What follows belongs to an exercise in optimizing a design on an open flow for small area, a short achievable clock period and few clock cycles per item; a production flow would make more cautious choices. Only simulation tests tie the RTL to the original design; equivalence was not proved.

==> job 6140 <==
## cse_pixel
module cse_pixel (
    input  wire       clk,
    input  wire       rst,
    input  wire       in_valid,
    output wire       in_ready,
    input  wire [2:0] in_op,
    input  wire [7:0] in_a,
    input  wire [7:0] in_b,
    input  wire [7:0] in_c,
    input  wire [7:0] in_k,
    input  wire [7:0] in_shi,
    input  wire [7:0] in_vhi,
    output reg        out_valid,
    input  wire       out_ready,
    output reg  [7:0] out_a,
    output reg  [7:0] out_b,
    output reg  [7:0] out_c,
    output reg  [7:0] out_k
);
Settings: LEC_CHECK=0, ABC_AREA=1, CAP_MARGIN=20, CORE_MARGIN=2, CORE_UTILIZATION=40, CTS_BUF_LIST=sky130_fd_sc_hd__clkbuf_4 sky130_fd_sc_hd__clkbuf_8, CTS_CLUSTER_SIZE=20, SLEW_MARGIN=20; clock period 95.0 ns.
run.sh (not shown) runs the stock make flow with config.mk's settings and CLKGATE_MAP_FILE= SYNTH_SCRIPT=/design/flow/synth_recipe.tcl, a recipe that flattens the netlist after the stock synthesis.
==> job 7389: changes against job 6140 <==
==> flow/config.mk (replaced) <==
export PLATFORM = sky130hd
export DESIGN_NAME = cse_pixel
export DESIGN_NICKNAME = cse_pixel
export VERILOG_FILES = /design/flow/design.v
export SDC_FILE = /design/flow/constraint.sdc
export NUM_CORES = 4
export LEC_CHECK = 0
export CAP_MARGIN = 20
export CORE_MARGIN = 2
export CORE_UTILIZATION = 40
export SLEW_MARGIN = 20
==> job 7558: changes against job 6140 <==
--- a/flow/design.v
+++ b/flow/design.v
@@ -299,35 +299,35 @@
     localparam OP_ENH_FWD    = 3'd3;
     localparam OP_ENH_BWD    = 3'd4;
     reg  kv;                     
     reg  rdy;                    
     wire adv = ~kv;              
     assign in_ready = rdy;
     reg       v0;
     reg [2:0] op0;
-    reg [7:0] a0, b0, c0, k0, shi0, vhi0;
+    reg [7:0] a0, b0, c0, ks0, vhi0;
     always @(posedge clk) begin
         if (adv) begin
-            op0 <= in_op; a0 <= in_a; b0 <= in_b; c0 <= in_c;
-            k0 <= in_k; shi0 <= in_shi; vhi0 <= in_vhi;
+            op0 <= in_op; a0 <= in_a; b0 <= in_b; c0 <= in_c; vhi0 <= in_vhi;
+            ks0 <= (in_op == OP_ENH_BWD) ? in_k : in_shi;
         end
     end
     wire fwd1 = (op0 == OP_ENH_FWD);
     wire hsv1 = (op0 == OP_RGB2HSV) | fwd1;
     wire [7:0] mx1, dl1, hbs1, lbs1, hbu1, lbu1;
     wire [1:0] sel1;
     wire       neg1;
     cse_tohsv u_hsv (
         .a(a0), .b(b0), .c(c0), .fwd(fwd1),
         .mx(mx1), .delta(dl1), .hb_s(hbs1), .lb_s(lbs1), .hb_u(hbu1), .lb_u(lbu1),
         .sel(sel1), .neg(neg1)
     );
     wire [7:0] dsa, hsa, lsa, dsb, hsb, lsb;
-    cse_stretch u_sa (.x(b0), .hi((op0 == OP_SV_STRETCH) ? shi0 : 8'd0),
+    cse_stretch u_sa (.x(b0), .hi((op0 == OP_SV_STRETCH) ? ks0 : 8'd0),
                       .d(dsa), .hb(hsa), .lb(lsa));
     cse_stretch u_sb (.x(c0), .hi((op0 == OP_SV_STRETCH || op0 == OP_ENH_BWD) ? vhi0 : 8'd0),
                       .d(dsb), .hb(hsb), .lb(lsb));
     wire [2:0] i1;
     wire [5:0] fq1;
     cse_torgb_if u_if (.h(a0), .i(i1), .fq(fq1));
     wire [7:0] da1 = hsv1 ? mx1  : dsa;
     wire [7:0] ha1 = hsv1 ? hbs1 : hsa;
@@ -339,46 +339,49 @@
     wire [7:0] ra1a, ra1b, ra1c, rb1a, rb1b, rb1c;
     wire       qa17, qa16, qa15, qb17, qb16, qb15;
     cse_dstep u_a7 (.rem(ha1),  .nb(la1[7]), .d(da1), .q(qa17), .ro(ra1a));
     cse_dstep u_a6 (.rem(ra1a), .nb(la1[6]), .d(da1), .q(qa16), .ro(ra1b));
     cse_dstep u_a5 (.rem(ra1b), .nb(la1[5]), .d(da1), .q(qa15), .ro(ra1c));
     cse_dstep u_b7 (.rem(hb1),  .nb(lb1[7]), .d(db1), .q(qb17), .ro(rb1a));
     cse_dstep u_b6 (.rem(rb1a), .nb(lb1[6]), .d(db1), .q(qb16), .ro(rb1b));
     cse_dstep u_b5 (.rem(rb1b), .nb(lb1[5]), .d(db1), .q(qb15), .ro(rb1c));
+    wire pass1 = (op0 == OP_HSV2RGB) | (op0 == OP_ENH_BWD);
     reg       v1;
     reg [2:0] op1;
-    reg [7:0] k1, da2, ra2, db2, rb2;
+    reg [7:0] da2, ra2, db2, rb2;
     reg [4:0] la2, lb2;
     reg [2:0] qa2, qb2;
     reg [8:0] x2;
     always @(posedge clk) begin
         if (adv) begin
-            op1 <= op0; k1 <= k0; x2 <= x1;
-            da2 <= da1; ra2 <= ra1c; la2 <= la1[4:0]; qa2 <= {qa17, qa16, qa15};
+            op1 <= op0; x2 <= x1;
+            da2 <= pass1 ? ks0 : da1; ra2 <= ra1c; la2 <= la1[4:0]; qa2 <= {qa17, qa16, qa15};
             db2 <= db1; rb2 <= rb1c; lb2 <= lb1[4:0]; qb2 <= {qb17, qb16, qb15};
         end
     end
     wire [7:0] ra [0:5];
     wire [7:0] rb [0:5];
     wire [4:0] qa5, qb5;
+    wire       pass2 = (op1 == OP_HSV2RGB) | (op1 == OP_ENH_BWD);
+    wire [7:0] dae2  = da2 | {8{pass2}};
     assign ra[0] = ra2;
     assign rb[0] = rb2;
     genvar j;
     generate for (j = 0; j < 5; j = j + 1) begin : g_s2
-        cse_dstep u_sa (.rem(ra[j]), .nb(la2[4-j]), .d(da2), .q(qa5[4-j]), .ro(ra[j+1]));
+        cse_dstep u_sa (.rem(ra[j]), .nb(la2[4-j]), .d(dae2), .q(qa5[4-j]), .ro(ra[j+1]));
         cse_dstep u_sb (.rem(rb[j]), .nb(lb2[4-j]), .d(db2), .q(qb5[4-j]), .ro(rb[j+1]));
     end endgenerate
     reg       v2;
     reg [2:0] op2;
-    reg [7:0] k2, da3, db3, qa, qb;
+    reg [7:0] da3, db3, qa, qb;
     reg [8:0] x3;
     always @(posedge clk) begin
         if (adv) begin
-            op2 <= op1; k2 <= k1; x3 <= x2;
+            op2 <= op1; x3 <= x2;
             da3 <= da2; qa <= {qa2, qa5};
             db3 <= db2; qb <= {qb2, qb5};
         end
     end
     wire       dz3  = (db3 == 8'd0);
     wire       fw3  = (op2 == OP_ENH_FWD);
     wire       hsv3 = (op2 == OP_RGB2HSV) | fw3;
     wire [7:0] hue3;
@@ -402,17 +405,17 @@
                 fv4 <= dz3 ? 8'd0 : hue3;
                 fp4 <= dz3 ? 8'd0 : fw3 ? 8'd255 : qa;
                 fn4 <= {6'd0, fw3 ? db3 : da3};
                 fk4 <= fw3 ? ~da3 : 8'd0;
             end else begin
                 fv4 <= qb;
                 fp4 <= pc3;
                 fn4 <= pf3;
-                fk4 <= k2;
+                fk4 <= da3;          
             end
         end
     end
     wire [13:0] n4;
     wire        nc4;
     cse_rca #(14) u_n (.a(fn4), .b({7'd0, fw4}), .ci(1'b0), .s(n4), .co(nc4));
     wire [5:0] r59 [0:8];
     wire [7:0] xq4;
==> flow/flow/run.sh (new file) <==
#!/bin/bash
# The standard layout, except that the buffers put on the input and
# output ports are buf_2 cells (the flow's default picks a delay buffer).
# Runs in the work folder; the make output goes to standard.log, and ORFS
# keeps each step's log under orfs/logs.
set -euo pipefail
echo 'export BUFFER_PORTS_ARGS = -buffer_cell sky130_fd_sc_hd__buf_2' >> config.mk
bash standard.sh > standard.log 2>&1
==> flow/standard.sh (new file) <==
#!/bin/bash
# synth_recipe.tcl (not shown) runs the flow's synth.tcl, then flattens the netlist and writes it again
# the make line also repeats each setting of config.mk as NAME=value (left out here)
make -C /OpenROAD-flow-scripts/flow DESIGN_CONFIG=/design/flow/config.mk WORK_HOME=/design/flow/orfs CLKGATE_MAP_FILE= SYNTH_SCRIPT=/design/flow/synth_recipe.tcl "${@:-finish}"
==> flow/config.mk (replaced) <==
export PLATFORM = sky130hd
export DESIGN_NAME = cse_pixel
export DESIGN_NICKNAME = cse_pixel
export VERILOG_FILES = /design/flow/design.v
export SDC_FILE = /design/flow/constraint.sdc
export NUM_CORES = 4
export LEC_CHECK = 0
export ABC_AREA = 1
export CAP_MARGIN = 20
export CORE_MARGIN = 2
export CORE_UTILIZATION = 40
export CTS_CLUSTER_DIAMETER = 150
export CTS_CLUSTER_SIZE = 30
export SLEW_MARGIN = 20
export BUFFER_PORTS_ARGS = -buffer_cell sky130_fd_sc_hd__buf_2
removed: flow/run.sh
==> impl_metrics.json <==
{
  "status": "timing/DRC/antenna clean",
  "synthTopCellsByArea": "edfxtp_1 (31%), fa_1 (24%), nand2_1 (8.7%), inv_1 (7.6%), ha_1 (6.3%)",
  "hold_slack_ns": 0.4158,
  "nonClkBufAreaFrac": 0.03371,
  "viasPerCell": 4.986,
  "synth_fp_nets": 3601
}
Source of the figures above: job 6140

==> impl_metrics.json <==
{
  "status": "timing/DRC/antenna clean",
  "synthFlopType": "edfxtp_1",
  "synth_fp_nets": 3148,
  "drtIter0Drc": 1202,
  "grt.overflow.total": 0,
  "viasPerCell": 5.381,
  "nonClkBufAreaFrac": 0.03431
}
Source of the figures above: job 7389

==> impl_metrics.json <==
{
  "ys_seq_area_frac": 0.2906,
  "synthTopCellsByArea": "edfxtp_1 (29%), fa_1 (24%), nand2_1 (9.1%), inv_1 (8.1%), ha_1 (6.4%)",
  "viasPerCell": 5.033,
  "synth_fp_nets": 3617,
  "status": "timing/DRC/antenna clean",
  "nonClkBufAreaFrac": 0.01910,
  "hold_slack_ns": 0.4284
}
Source of the figures above: job 7558

Testbench counts of job 6140, summed over its fixed seeds: cycles 32,040, items 32,000.
Testbench counts of job 7389, summed over its fixed seeds: cycles 32,040, items 32,000.
Testbench counts of job 7558, summed over its fixed seeds: cycles 32,040, items 32,000.

==> afterwards: timing with drivers on the ports <==
The results above use ideal ports. As a check the final layouts listed here were re-extracted and re-timed, cells and wires unchanged. Step 1: set_driving_cell puts a clkbuf_16 on clk and a buf_2 on each other input, an assumption about the parent block. Step 2 times the ports against the registers' clock, not the clock port: input delays grow and output delays shrink by t, the midpoint of the rising clock arrivals with the driver on. Slacks: ideal ports / drivers / drivers and shift; pairs: ideal ports / drivers.
run	t, ns	slack for setup (ns)	worst hold slack (ns)	clock arrival spread, ns
job 6140	0.676	74.480 / 74.424 / 74.543	0.416 / 0.416 / 0.416	0.048 / 0.048
job 7389	0.627	74.452 / 74.397 / 74.389	0.415 / 0.415 / 0.415	0.017 / 0.017
job 7558	0.568	74.930 / 74.870 / 74.851	0.428 / 0.428 / 0.428	0.026 / 0.025
After both steps every run listed still meets setup and hold. For job 7558, which loses most, drivers alone change the setup slack by -0.060 ns; drivers and shift together by -0.079 ns.
